Background: an optimization exercise with open tools, aiming at small area. Do not read the settings as production practice. Function not checked in this run: the RTL went through the layout flow alone.

[flow/run.sh]
#!/bin/bash
# synth_recipe.tcl (not shown) runs the flow's synth.tcl, then flattens the netlist and writes it again
# the make line also repeats each setting of config.mk as NAME=value (left out here)
make -C /OpenROAD-flow-scripts/flow DESIGN_CONFIG=/design/flow/config.mk WORK_HOME=/design/flow/orfs CLKGATE_MAP_FILE= SYNTH_SCRIPT=/design/flow/synth_recipe.tcl finish
[flow/config.mk]
export PLATFORM = sky130hd
export DESIGN_NAME = angers_ctrl
export DESIGN_NICKNAME = angers_ctrl
export VERILOG_FILES = /design/flow/design.v
export SDC_FILE = /design/flow/constraint.sdc
export NUM_CORES = 4
export LEC_CHECK = 0
export CAP_MARGIN = 20
export CORE_MARGIN = 2
export CORE_UTILIZATION = 40
export SLEW_MARGIN = 20
[flow/constraint.sdc]
create_clock -name core_clock -period 1000.0 [get_ports {clk}]
set_input_delay 200.0000 -clock core_clock [delete_from_list [all_inputs] [get_ports {clk}]]
set_output_delay 200.0000 -clock core_clock [all_outputs]
set_load 0.01 [all_outputs]
[flow/design.v]
module angers_rx #(
    parameter integer BIT_TICKS = 35,
    parameter integer HALF_BIT  = 17
) (
    input  wire       clk,
    input  wire       rst,
    input  wire       ser_rx,
    input  wire       rd_clear,    
    output reg  [7:0] rx_data,
    output reg        rx_avail
);
    localparam [1:0] S_IDLE = 2'd0, S_START = 2'd1, S_DATA = 2'd2, S_STOP = 2'd3;
    reg [1:0] rx_state;
    reg [7:0] rx_shift;
    reg [3:0] rx_bitcnt;
    reg [7:0] rx_timer;
    always @(posedge clk) begin
        if (rst) begin
            rx_state  <= S_IDLE;
            rx_shift  <= 8'd0;
            rx_bitcnt <= 4'd0;
            rx_timer  <= 8'd0;
            rx_data   <= 8'd0;
            rx_avail  <= 1'b0;
        end else begin
            if (rd_clear)
                rx_avail <= 1'b0;
            case (rx_state)
                S_IDLE: begin
                    if (!ser_rx) begin
                        rx_state <= S_START;
                        rx_timer <= 8'd1;
                    end
                end
                S_START: begin
                    if (rx_timer == HALF_BIT) begin
                        if (!ser_rx) begin
                            rx_state  <= S_DATA;
                            rx_bitcnt <= 4'd0;
                            rx_timer  <= 8'd1;
                        end else begin
                            rx_state <= S_IDLE;
                        end
                    end else begin
                        rx_timer <= rx_timer + 8'd1;
                    end
                end
                S_DATA: begin
                    if (rx_timer == BIT_TICKS) begin
                        rx_shift[rx_bitcnt[2:0]] <= ser_rx;
                        rx_timer  <= 8'd1;
                        rx_bitcnt <= rx_bitcnt + 4'd1;
                        if (rx_bitcnt == 4'd7)
                            rx_state <= S_STOP;
                    end else begin
                        rx_timer <= rx_timer + 8'd1;
                    end
                end
                S_STOP: begin
                    if (rx_timer == BIT_TICKS) begin
                        if (ser_rx && !rx_avail) begin
                            rx_data  <= rx_shift;
                            rx_avail <= 1'b1;
                        end
                        rx_state <= S_IDLE;
                    end else begin
                        rx_timer <= rx_timer + 8'd1;
                    end
                end
            endcase
        end
    end
endmodule
module angers_fan #(
    parameter integer TACH_DIV     = 128,
    parameter integer TACH_W       = 16,
    parameter integer TACH_TICK_HZ = 31250,
    parameter integer TEMP_MAX     = 100,
    parameter integer RPM_MIN      = 600,
    parameter integer RPM_MAX      = 3000,
    parameter integer FAN_MID      = 127,
    parameter integer FAN_ERR_MIN  = 125,
    parameter integer FAN_ERR_MAX  = 127
) (
    input  wire              clk,
    input  wire              rst,
    input  wire              tach,
    input  wire              step,        
    input  wire [7:0]        temp,
    output reg  [7:0]        fan_duty,
    output reg  [TACH_W-1:0] fan_ticks,
    output reg               fan_valid,
    output wire [7:0]        duty_next,   
    output wire              fan_pwm
);
    reg [7:0]        tach_pre;
    reg [TACH_W-1:0] tach_cnt;
    reg              tach_ovf;
    reg              tach_last;
    wire tach_edge = step && tach && !tach_last;
    always @(posedge clk) begin
        if (rst) begin
            tach_pre <= 8'd0;
            tach_cnt <= {TACH_W{1'b0}};
            tach_ovf <= 1'b0;
        end else if (tach_edge) begin
            tach_pre <= 8'd0;
            tach_cnt <= {TACH_W{1'b0}};
            tach_ovf <= 1'b0;
        end else if (tach_pre == TACH_DIV - 1) begin
            tach_pre <= 8'd0;
            if (tach_cnt == {TACH_W{1'b1}}) begin
                tach_cnt <= {TACH_W{1'b0}};
                tach_ovf <= 1'b1;
            end else begin
                tach_cnt <= tach_cnt + 1'b1;
            end
        end else begin
            tach_pre <= tach_pre + 8'd1;
        end
    end
    reg              cap_valid;
    reg [TACH_W-1:0] cap_ticks;
    always @(*) begin
        cap_valid = fan_valid;
        cap_ticks = fan_ticks;
        if (tach_edge) begin
            if (tach_ovf) begin
                cap_valid = 1'b0;
            end else begin
                cap_valid = 1'b1;
                cap_ticks = tach_cnt;
            end
        end else if (tach_ovf) begin
            cap_valid = 1'b0;
        end
    end
    localparam integer RPM_K     = 60 * TACH_TICK_HZ;
    localparam integer RPM_SLOPE = (RPM_MAX - RPM_MIN) / TEMP_MAX;
    wire signed [15:0] target_rpm = $signed({8'd0, temp}) * RPM_SLOPE + RPM_MIN;
    wire [23:0] act_q = RPM_K / {8'd0, cap_ticks};
    wire [23:0] act_r = RPM_K % {8'd0, cap_ticks};
    wire signed [24:0] lhs1 = target_rpm - (FAN_ERR_MIN + 1);
    wire signed [24:0] lhs2 = target_rpm - (FAN_ERR_MIN + 2);
    wire signed [24:0] act_qs = $signed({1'b0, act_q});
    reg       ge_lo1, ge_lo2;    
    reg [8:0] duty_sum;
    always @(*) begin
        if (!cap_valid) begin
            ge_lo1 = (lhs1 >= 60);
            ge_lo2 = (lhs2 >= 60);
        end else if (cap_ticks == {TACH_W{1'b0}}) begin
            ge_lo1 = 1'b0;
            ge_lo2 = 1'b0;
        end else begin
            ge_lo1 = (lhs1 > act_qs) || ((lhs1 == act_qs) && (act_r == 24'd0));
            ge_lo2 = (lhs2 > act_qs) || ((lhs2 == act_qs) && (act_r == 24'd0));
        end
        duty_sum = FAN_MID + FAN_ERR_MIN + (ge_lo2 ? 9'd2 : (ge_lo1 ? 9'd1 : 9'd0));
    end
    assign duty_next = duty_sum[7:0];
    always @(posedge clk) begin
        if (rst) begin
            tach_last <= 1'b0;
            fan_valid <= 1'b0;
            fan_ticks <= {TACH_W{1'b0}};
            fan_duty  <= 8'd0;
        end else if (step) begin
            tach_last <= tach;
            fan_valid <= cap_valid;
            fan_ticks <= cap_ticks;
            fan_duty  <= duty_next;
        end
    end
    reg [7:0] pwm_cnt;
    always @(posedge clk) begin
        if (rst)
            pwm_cnt <= 8'd0;
        else
            pwm_cnt <= pwm_cnt + 8'd1;
    end
    assign fan_pwm = (pwm_cnt < fan_duty);
endmodule
module angers_ctrl (
    input  wire        clk,
    input  wire        rst,
    input  wire        cmd_valid,
    input  wire [31:0] cmd,
    output wire        cmd_ready,
    output wire        busy,
    output wire [31:0] result,
    output wire        ser_tx,
    input  wire        ser_rx,
    output wire        pot_dq,
    output wire [1:0]  pot_clk,
    output wire [1:0]  pot_rst,
    output wire        adc_en_o,
    output wire [3:0]  adc_mux,
    output wire        adc_start,
    input  wire        adc_done,
    input  wire [9:0]  adc_value,
    input  wire [3:0]  btn,
    input  wire        tach,
    output wire        fan_pwm
);
    localparam integer US_TICKS     = 1;       
    localparam integer BIT_TICKS    = 26;      
    localparam integer HALF_BIT     = 13;
    localparam integer T_DISP_BOOT  = 2000;
    localparam integer T_DISP_CLEAR = 400;
    localparam integer T_DISP_GOTO  = 100;
    localparam integer POT_T_SETUP  = 1;
    localparam integer TXT_MAX      = 32;
    localparam integer TACH_W       = 13;
    localparam [7:0] DISP_CMD_INIT      = 8'hF0;
    localparam [7:0] DISP_CMD_COMMAND   = 8'hF1;
    localparam [7:0] DISP_CMD_ASCII     = 8'hF2;
    localparam [7:0] DISP_CMD_GOTO      = 8'hF3;
    localparam [7:0] DISP_OP_CLEAR_HOME = 8'h01;
    localparam [7:0] DISP_OP_CURSOR_ON  = 8'h02;
    localparam [7:0] DISP_OP_CURSOR_OFF = 8'h03;
    localparam [7:0] OP_NOP         = 8'h00;
    localparam [7:0] OP_TX_SEND     = 8'h01;
    localparam [7:0] OP_RX_AVAIL    = 8'h02;
    localparam [7:0] OP_RX_READ     = 8'h03;
    localparam [7:0] OP_DISP_INIT   = 8'h10;
    localparam [7:0] OP_DISP_CLEAR  = 8'h11;
    localparam [7:0] OP_DISP_GOTO   = 8'h12;
    localparam [7:0] OP_DISP_PRINT  = 8'h13;
    localparam [7:0] OP_DISP_CURSOR = 8'h14;
    localparam [7:0] OP_POT_SET     = 8'h20;
    localparam [7:0] OP_ADC_READ    = 8'h30;
    localparam [7:0] OP_ADC_ENABLE  = 8'h31;
    localparam [7:0] OP_EDGE_POLL   = 8'h40;
    localparam [7:0] OP_FAN_STEP    = 8'h50;
    localparam [7:0] OP_FAN_PERIOD  = 8'h51;
    localparam [7:0] OP_TXT_PUT     = 8'h60;
    localparam [3:0] S_IDLE     = 4'd0;
    localparam [3:0] S_EXEC     = 4'd1;    
    localparam [3:0] S_FRAME    = 4'd2;    
    localparam [3:0] S_WAIT     = 4'd3;    
    localparam [3:0] S_POT      = 4'd4;    
    localparam [3:0] S_ADC_SEL  = 4'd5;    
    localparam [3:0] S_ADC_WAIT = 4'd6;    
    localparam [3:0] S_RX_WAIT  = 4'd7;    
    reg  [3:0]  state;
    reg  [7:0]  cmd_op, cmd_a, cmd_b, cmd_c;
    reg  [31:0] result_r;
    assign busy      = (state != S_IDLE);
    assign cmd_ready = !busy;
    assign result    = result_r;
    reg [7:0] txt [0:TXT_MAX-1];
    reg        ser_tx_r;
    reg        pot_dq_r;
    reg [1:0]  pot_clk_r, pot_rst_r;
    reg        adc_en;
    reg [3:0]  adc_mux_r;
    reg        adc_start_r;
    reg        adc_flag;
    reg [9:0]  adc_data;
    reg [3:0]  btn_prev;
    assign ser_tx    = ser_tx_r;
    assign pot_dq    = pot_dq_r;
    assign pot_clk   = pot_clk_r;
    assign pot_rst   = pot_rst_r;
    assign adc_en_o  = adc_en;
    assign adc_mux   = adc_mux_r;
    assign adc_start = adc_start_r;
    reg [7:0]  tx_byte;      
    reg [3:0]  tx_cell;      
    reg [15:0] tx_timer;     
    reg [5:0]  seq_step;     
    reg [15:0] pot_frame;
    reg [4:0]  pot_bit;
    reg [1:0]  pot_phase;    
    reg [7:0]  pot_timer;
    reg        pot_ch;
    wire [6:0] pot_vol  = (cmd_b[6:0] > 7'd100) ? 7'd100 : cmd_b[6:0];
    wire [12:0] pot_prod = (13'd100 - {6'd0, pot_vol}) * 13'd63;
    wire [12:0] pot_q    = pot_prod / 13'd100;
    wire [5:0]  pot_step = pot_q[5:0];
    wire [15:0] pot_f    = {1'b0, cmd_c[0], pot_step, 1'b0, cmd_c[0], pot_step};
    wire [7:0] rx_data;
    wire       rx_avail;
    reg        rx_clear;
    angers_rx #(
        .BIT_TICKS(BIT_TICKS),
        .HALF_BIT (HALF_BIT)
    ) u_rx (
        .clk     (clk),
        .rst     (rst),
        .ser_rx  (ser_rx),
        .rd_clear(rx_clear),
        .rx_data (rx_data),
        .rx_avail(rx_avail)
    );
    wire        fan_step = (state == S_EXEC) && (cmd_op == OP_FAN_STEP);
    wire [7:0]  fan_duty;
    wire [TACH_W-1:0] fan_ticks;
    wire        fan_valid;
    wire [7:0]  fan_duty_next;
    angers_fan #(
        .TACH_DIV(US_TICKS * 32),         
        .TACH_W(TACH_W),
        .TACH_TICK_HZ(31250)
    ) u_fan (
        .clk      (clk),
        .rst      (rst),
        .tach     (tach),
        .step     (fan_step),
        .temp     (cmd_a),
        .fan_duty (fan_duty),
        .fan_ticks(fan_ticks),
        .fan_valid(fan_valid),
        .duty_next(fan_duty_next),
        .fan_pwm  (fan_pwm)
    );
    localparam [1:0] IT_BYTE = 2'd0, IT_WAIT = 2'd1, IT_END = 2'd2;
    reg [1:0]  item_kind;
    reg [7:0]  item_byte;
    reg [15:0] item_wait;
    reg [5:0]  item_next;    
    wire        txt_end   = (seq_step > TXT_MAX) || (txt[seq_step - 6'd1] == 8'd0);
    always @(*) begin
        item_kind = IT_END;
        item_byte = 8'd0;
        item_wait = 16'd0;
        item_next = seq_step + 6'd1;
        case (cmd_op)
            OP_TX_SEND: begin
                case (seq_step)
                    6'd0:    begin item_kind = IT_BYTE; item_byte = cmd_a; end
                    default: item_kind = IT_END;
                endcase
            end
            OP_DISP_INIT: begin
                case (seq_step)
                    6'd0:    begin item_kind = IT_BYTE; item_byte = DISP_CMD_INIT; end
                    6'd1:    begin item_kind = IT_WAIT; item_wait = T_DISP_BOOT; end
                    6'd2:    begin item_kind = IT_BYTE; item_byte = DISP_CMD_COMMAND; end
                    6'd3:    begin item_kind = IT_BYTE; item_byte = DISP_OP_CLEAR_HOME; end
                    6'd4:    begin item_kind = IT_WAIT; item_wait = T_DISP_CLEAR; end
                    default: item_kind = IT_END;
                endcase
            end
            OP_DISP_CLEAR: begin
                case (seq_step)
                    6'd0:    begin item_kind = IT_BYTE; item_byte = DISP_CMD_COMMAND; end
                    6'd1:    begin item_kind = IT_BYTE; item_byte = DISP_OP_CLEAR_HOME; end
                    6'd2:    begin item_kind = IT_WAIT; item_wait = T_DISP_CLEAR; end
                    default: item_kind = IT_END;
                endcase
            end
            OP_DISP_GOTO: begin
                case (seq_step)
                    6'd0:    begin item_kind = IT_BYTE; item_byte = DISP_CMD_GOTO; end
                    6'd1:    begin item_kind = IT_BYTE; item_byte = cmd_a; end
                    6'd2:    begin item_kind = IT_BYTE; item_byte = cmd_b; end
                    6'd3:    begin item_kind = IT_WAIT; item_wait = T_DISP_GOTO; end
                    default: item_kind = IT_END;
                endcase
            end
            OP_DISP_PRINT: begin
                if (seq_step == 6'd0) begin
                    item_kind = IT_BYTE;
                    item_byte = DISP_CMD_ASCII;
                end else if (seq_step == 6'd63) begin
                    item_kind = IT_END;
                end else if (txt_end) begin
                    item_kind = IT_BYTE;
                    item_byte = 8'd0;
                    item_next = 6'd63;
                end else begin
                    item_kind = IT_BYTE;
                    item_byte = txt[seq_step - 6'd1];
                end
            end
            OP_DISP_CURSOR: begin
                case (seq_step)
                    6'd0:    begin item_kind = IT_BYTE; item_byte = DISP_CMD_COMMAND; end
                    6'd1:    begin item_kind = IT_BYTE;
                                   item_byte = cmd_a[0] ? DISP_OP_CURSOR_ON : DISP_OP_CURSOR_OFF; end
                    default: item_kind = IT_END;
                endcase
            end
            default: item_kind = IT_END;
        endcase
    end
    integer i;
    always @(posedge clk) begin
        if (rst) begin
            state       <= S_IDLE;
            cmd_op      <= 8'd0;
            cmd_a       <= 8'd0;
            cmd_b       <= 8'd0;
            cmd_c       <= 8'd0;
            result_r    <= 32'd0;
            ser_tx_r    <= 1'b1;
            pot_dq_r    <= 1'b0;
            pot_clk_r   <= 2'b00;
            pot_rst_r   <= 2'b00;
            adc_en      <= 1'b0;
            adc_mux_r   <= 4'd0;
            adc_start_r <= 1'b0;
            adc_flag    <= 1'b0;
            adc_data    <= 10'd0;
            btn_prev    <= 4'd0;
            tx_byte     <= 8'd0;
            tx_cell     <= 4'd0;
            tx_timer    <= 16'd0;
            seq_step    <= 6'd0;
            pot_frame   <= 16'd0;
            pot_bit     <= 5'd0;
            pot_phase   <= 2'd0;
            pot_timer   <= 8'd0;
            pot_ch      <= 1'b0;
            for (i = 0; i < TXT_MAX; i = i + 1)
                txt[i] <= 8'd0;
        end else begin
            if (adc_done) begin
                adc_flag <= 1'b1;
                adc_data <= adc_value;
            end
            case (state)
                S_IDLE: begin
                    if (cmd_valid) begin
                        cmd_op   <= cmd[31:24];
                        cmd_a    <= cmd[23:16];
                        cmd_b    <= cmd[15:8];
                        cmd_c    <= cmd[7:0];
                        seq_step <= 6'd0;
                        state    <= S_EXEC;
                    end
                end
                S_EXEC: begin
                    state <= S_IDLE;    
                    case (cmd_op)
                        OP_TX_SEND, OP_DISP_INIT, OP_DISP_CLEAR, OP_DISP_GOTO,
                        OP_DISP_PRINT, OP_DISP_CURSOR: begin
                            tx_byte  <= item_byte;
                            tx_cell  <= 4'd0;
                            tx_timer <= BIT_TICKS - 1;
                            ser_tx_r <= 1'b0;
                            seq_step <= item_next;
                            state    <= S_FRAME;
                        end
                        OP_RX_AVAIL: begin
                            result_r <= {31'd0, rx_avail};
                        end
                        OP_RX_READ: begin
                            if (rx_avail)
                                result_r <= {24'd0, rx_data};
                            else
                                state <= S_RX_WAIT;
                        end
                        OP_POT_SET: begin
                            pot_ch            <= cmd_a[0];
                            pot_frame         <= pot_f;
                            pot_rst_r[cmd_a[0]] <= 1'b1;
                            pot_dq_r          <= pot_f[0];
                            pot_bit           <= 5'd0;
                            pot_phase         <= 2'd0;
                            pot_timer         <= POT_T_SETUP - 1;
                            state             <= S_POT;
                        end
                        OP_ADC_READ: begin
                            if (adc_en) begin
                                adc_mux_r <= cmd_a[3:0];
                                adc_flag  <= 1'b0;      
                                state     <= S_ADC_SEL;
                            end else begin
                                result_r  <= 32'd0;
                            end
                        end
                        OP_ADC_ENABLE: begin
                            adc_en <= cmd_a[0];
                        end
                        OP_EDGE_POLL: begin
                            result_r <= {28'd0, btn & ~btn_prev};
                            btn_prev <= btn;
                        end
                        OP_FAN_STEP: begin
                            result_r <= {24'd0, fan_duty_next};
                        end
                        OP_FAN_PERIOD: begin
                            result_r <= {15'd0, fan_valid, {(16 - TACH_W){1'b0}}, fan_ticks};
                        end
                        OP_TXT_PUT: begin
                            if (cmd_a < TXT_MAX)
                                txt[cmd_a[4:0]] <= cmd_b;
                        end
                        default: ;    
                    endcase
                end
                S_FRAME: begin
                    if (tx_timer != 16'd0) begin
                        tx_timer <= tx_timer - 16'd1;
                    end else if (tx_cell != 4'd9) begin
                        tx_cell  <= tx_cell + 4'd1;
                        tx_timer <= BIT_TICKS - 1;
                        ser_tx_r <= (tx_cell == 4'd8) ? 1'b1 : tx_byte[tx_cell[2:0]];
                    end else begin
                        case (item_kind)
                            IT_BYTE: begin
                                tx_byte  <= item_byte;
                                tx_cell  <= 4'd0;
                                tx_timer <= BIT_TICKS - 1;
                                ser_tx_r <= 1'b0;
                                seq_step <= item_next;
                            end
                            IT_WAIT: begin
                                tx_timer <= item_wait - 16'd1;
                                seq_step <= item_next;
                                state    <= S_WAIT;
                            end
                            default: state <= S_IDLE;
                        endcase
                    end
                end
                S_WAIT: begin
                    if (tx_timer != 16'd0) begin
                        tx_timer <= tx_timer - 16'd1;
                    end else begin
                        case (item_kind)
                            IT_BYTE: begin
                                tx_byte  <= item_byte;
                                tx_cell  <= 4'd0;
                                tx_timer <= BIT_TICKS - 1;
                                ser_tx_r <= 1'b0;
                                seq_step <= item_next;
                                state    <= S_FRAME;
                            end
                            default: state <= S_IDLE;
                        endcase
                    end
                end
                S_POT: begin
                    if (pot_timer != 8'd0) begin
                        pot_timer <= pot_timer - 8'd1;
                    end else begin
                        case (pot_phase)
                            2'd0: begin    
                                pot_clk_r[pot_ch] <= 1'b1;
                                pot_phase         <= 2'd1;
                                pot_timer         <= US_TICKS - 1;
                            end
                            2'd1: begin    
                                pot_clk_r[pot_ch] <= 1'b0;
                                pot_phase         <= 2'd2;
                                pot_timer         <= US_TICKS - 1;
                            end
                            default: begin    
                                if (pot_bit == 5'd15) begin
                                    pot_rst_r[pot_ch] <= 1'b0;
                                    state             <= S_IDLE;
                                end else begin
                                    pot_dq_r  <= pot_frame[pot_bit[3:0] + 4'd1];
                                    pot_bit   <= pot_bit + 5'd1;
                                    pot_phase <= 2'd0;
                                    pot_timer <= POT_T_SETUP - 1;
                                end
                            end
                        endcase
                    end
                end
                S_ADC_SEL: begin
                    adc_start_r <= 1'b1;
                    state       <= S_ADC_WAIT;
                end
                S_ADC_WAIT: begin
                    adc_start_r <= 1'b0;
                    if (adc_flag) begin
                        result_r <= {22'd0, adc_data};
                        state    <= S_IDLE;
                    end
                end
                S_RX_WAIT: begin
                    if (rx_avail) begin
                        result_r <= {24'd0, rx_data};
                        state    <= S_IDLE;
                    end
                end
                default: state <= S_IDLE;
            endcase
        end
    end
    always @(*) begin
        rx_clear = 1'b0;
        if (state == S_EXEC && cmd_op == OP_RX_READ && rx_avail)
            rx_clear = 1'b1;
        if (state == S_RX_WAIT && rx_avail)
            rx_clear = 1'b1;
    end
endmodule
==> summary.txt <==
-- layout by cell type, fill, tap and decap left out, types with 26 or more instances in the layout --
cell,n
mux4_2,84
edfxtp_1,256
o31ai_1,71
nor4_1,46
ha_1,397
clkbuf_16,46
nand3_1,153
a21oi_1,504
nor2_1,693
clkdlybuf4s50_1,90
or2_2,75
or3_1,56
o21bai_1,54
a211oi_1,70
nand4_1,60
nand2b_1,96
o21a_1,155
mux2i_1,78
dfxtp_1,222
o21ai_0,283
a21o_1,114
xor2_1,114
and3_1,47
o211ai_1,35
xnor2_1,194
nor3_1,253
nor2b_1,62
a31oi_1,64
mux2_2,68
o22ai_1,26
inv_1,209
and2_1,271
nand2_1,494
buf_4,63
-- registers in the layout, indices dropped and copies added (netlist names), 10 cells and up, named ones only --
register         flops
adc_data            10
result_r            32
tx_timer            16
txt                256
u_fan.fan_ticks     13
u_fan.tach_cnt      13
-- layout make-up --
type | count | area (um2)
Clock inverter | 25 | 331.6
Antenna cell | 1 | 2.502
Multi-Input combinational cell | 5268 | 36710
Inverter | 226 | 862.1
Tap cell | 1650 | 2064
Fill cell | 12572 | 70790
Sequential cell | 479 | 12160
Timing Repair Buffer | 155 | 1413
Clock buffer | 57 | 1242
-- cells by family after synthesis --
| family | after synthesis | share of synthesized area (%) |
|---|---|---|
| muxes | 247 | 7.152 |
| adders and majority gates | 427 | 10.90 |
| AOI/OAI and AO/OA | 1764 | 23.35 |
| xor gates and xnor gates | 309 | 5.344 |
| other | 2 | 0.01483 |
| buffers and inverters | 476 | 3.997 |
| DFF | 479 | 23.99 |
| and+or+nand+nor | 2505 | 25.25 |
-- worst paths after layout --
path | from | endpoint | slack, ps | cells after the start
setup reg to reg | state[0] | result_r[0] | 896770 | 442
hold reg to reg | pot_frame[6] | pot_frame[6] | 450 | 2
setup / recovery | tach | result_r[0] | 697800 | 442
hold / removal | pot_frame[6] | pot_frame[6] | 450 | 2
-- per-stage QoR --
stage	utilization, %	instance area [um2]	cells	hold slack (ps)
after floorplan	-	50700	6223	431.1
after global placement	42.33	53150	7776	440.2
after detailed placement	42.36	53190	7777	444.4
after CTS	43.61	54760	7859	455.8
after global routing	43.63	54780	7861	470.6
final	43.63	54780	7861	453.7
-- cells in the mapped netlist (all sizes together), types with 84 or more instances --
cell type / instances
a21oi: 511
mux4: 84
nand2: 496
nor3: 263
and2: 272
ha: 398
mux2i: 90
inv: 219
a21o: 115
o21ai: 311
clkbuf: 186
nand3: 162
nor2: 697
dfxtp: 223
or2: 84
edfxtp: 256
xnor2: 195
xor2: 114
o21a: 155
nand2b: 96
-- metal layers --
layer  vias to the layer above  routed length, um
li1                      23028                  -
met1                     22376              66890
met2                      1036              68270
met3                       185               6024
met4                         0               2592
met5                         -                  0
-- worst max-delay path, delay by kind of cell --
family | cells | cell delay, ps
adders and majority gates | 31 | 10000
buffers and inverters | 27 | 8960
AOI/OAI and AO/OA | 246 | 53260
xor gates and xnor gates | 1 | 100
muxes | 9 | 3070
and+or+nand+nor | 128 | 26960
==> impl_results.md <==
- Fin. Hold Viols: 0
- Total via count in the routed design: between 40000 and 50000
- RSZ-0062 raised after global routing: false
- Busiest layer in global routing: met2
- Routing usage on met2: 37.16%
- Cell count after synthesis: 6209
- Post-CTS Resized: 0
- Detail-routed net length per standard cell: between 15 and 20 um
- Cell with the largest stage delay on the worst path: o311ai_1
- Synth cell types: approximately 160
- Fraction of synthesized cell area taken by the top area cell type: 15.18%
- Total setup violations reported at the end of the flow: 0
- F_max: approximately 3.3 MHz
- Share of synthesized area occupied by flip-flops and latches: between 20% and 30%
- Setup TNS Final: 0 ps
- Setup slack at placement: approximately 700000 ps
- Clock tree from TritonCTS: done
- Fraction of final layout cells with drive strength greater than 1: roughly 8.5%
- Number of buffers created by CTS: between 40 and 50
- Count of state elements after synthesis: 479
- Nets@finish: between 6000 and 7000
- Average size of a mapped cell: between 8 and 9 um2
- Num Clock Sinks: approximately 480
- Met1 global-route usage: between 20 and 30%
- Synth area leaders: edfxtp_1 (15%), ha_1 (9.8%), dfxtp_1 (8.8%)
- Critical Path Sink Type: flop
- Count of warnings emitted by yosys: 3
- Minimum setup slack in the final design: between 600000 and 700000 ps
- Post-CTS clock slew at the launch and capture registers of the worst setup and hold paths: roughly 70 ps
- Result of the run: finished clean
- Detailed Route Iter0 Violations: around 3400
- Antenna violations before repair: 1
- I/O pin count: 99
- Starting density of the core: 40.33%
- Setup CP Type: in -> reg
- Share of the clock period used by the worst path after layout: 30.22%
- Largest net degree at the start of global routing: 92
- Area leader, netlist: edfxtp_1
- Number of detailed-route iterations in the first pass: 6
- Tightest slew margin relative to the limit: 21.10%
- Met3 Usage GRT: roughly 1.9%
- Buffer count from post-CTS setup fixing: 0
- Vias in the first global route: ~45000
- Critical path's largest stage delay: between 700 and 800 ps
- Post-Syn Area: 50640 um2
- Most frequent cell on the critical path: a21oi_1
- CP Data Arrival Time: ~300000 ps
- Main synth FF type: edfxtp_1
- Final worst path period need: 302200 ps
- Data required time of the critical path: between 1000000 and 1500000 ps
- Gpl congestion: roughly 0.9
- Standard-cell row count: 130
- Y dimension of the die: between 300 and 400 um
- Number of max-capacitance violations reported: 0
- Area of the die: 129500 um2
- Number of vias per cell after detailed routing: roughly 5.9
- Actual slew at the worst max-slew pin: about 1200 ps
- Post-CTS Hold Buffers: 0
- Residual DRC: 0
- Post-detailed-routing wire length: 143800 um
- H-tree levels: 2
- First-pass GRT wire length: between 200000 and 250000 um
- Max-slew violation count: 0
- Clock latency on the worst-skew pair: roughly 610 ps
- Core outline area: 125600 um2
- Launching element type of the critical path: input port
- Growth of design area from synthesis to finish: 8.173%
- Die width: ~360 um
- Post-DP HPWL: between 100000 and 150000 um
- Global-route total usage across every layer: between 20% and 30%
- Post-synth ARST share: 0%
- Cell at the root of the clock tree: clkbuf_16
- Buffer depth of the longest clock path: 3
- Port Buffers: 91
- Class of the most critical hold timing path: reg -> reg
- Total congestion overflow after global routing: 0
- Post-detailed-route count of antenna-violating nets: 0
- Number of enable-type register cells in the synthesized netlist: approximately 260
- Worst clock skew: 26.08 ps
- Biggest fanout along the worst timing path: 35

==> afterwards: timing with drivers on the ports <==
The results above use ideal ports. As a check the final layout listed here was re-extracted and re-timed, cells and wires unchanged.
Step 1 sets driving cells, clkbuf_16 on the clock port and buf_2 on the other inputs (assumed; they add their load-dependent delay and slew).
Step 2 moves the port delays by t, midway between the first and last clock arrival at a register: inputs arrive t later, outputs are due t later. That takes back most of the time a late clock gives input paths.
a / b / c = no drivers / after step 1 / after step 2; a / b = the first two.
t (ns): 0.661
slack for setup (ns): 697.803 / 697.822 / 697.161
cell pins on the clock port's net: 1
After both steps setup and hold are still met in this run. For this run, drivers alone change the setup slack by +0.019 ns; drivers and shift together by -0.642 ns.
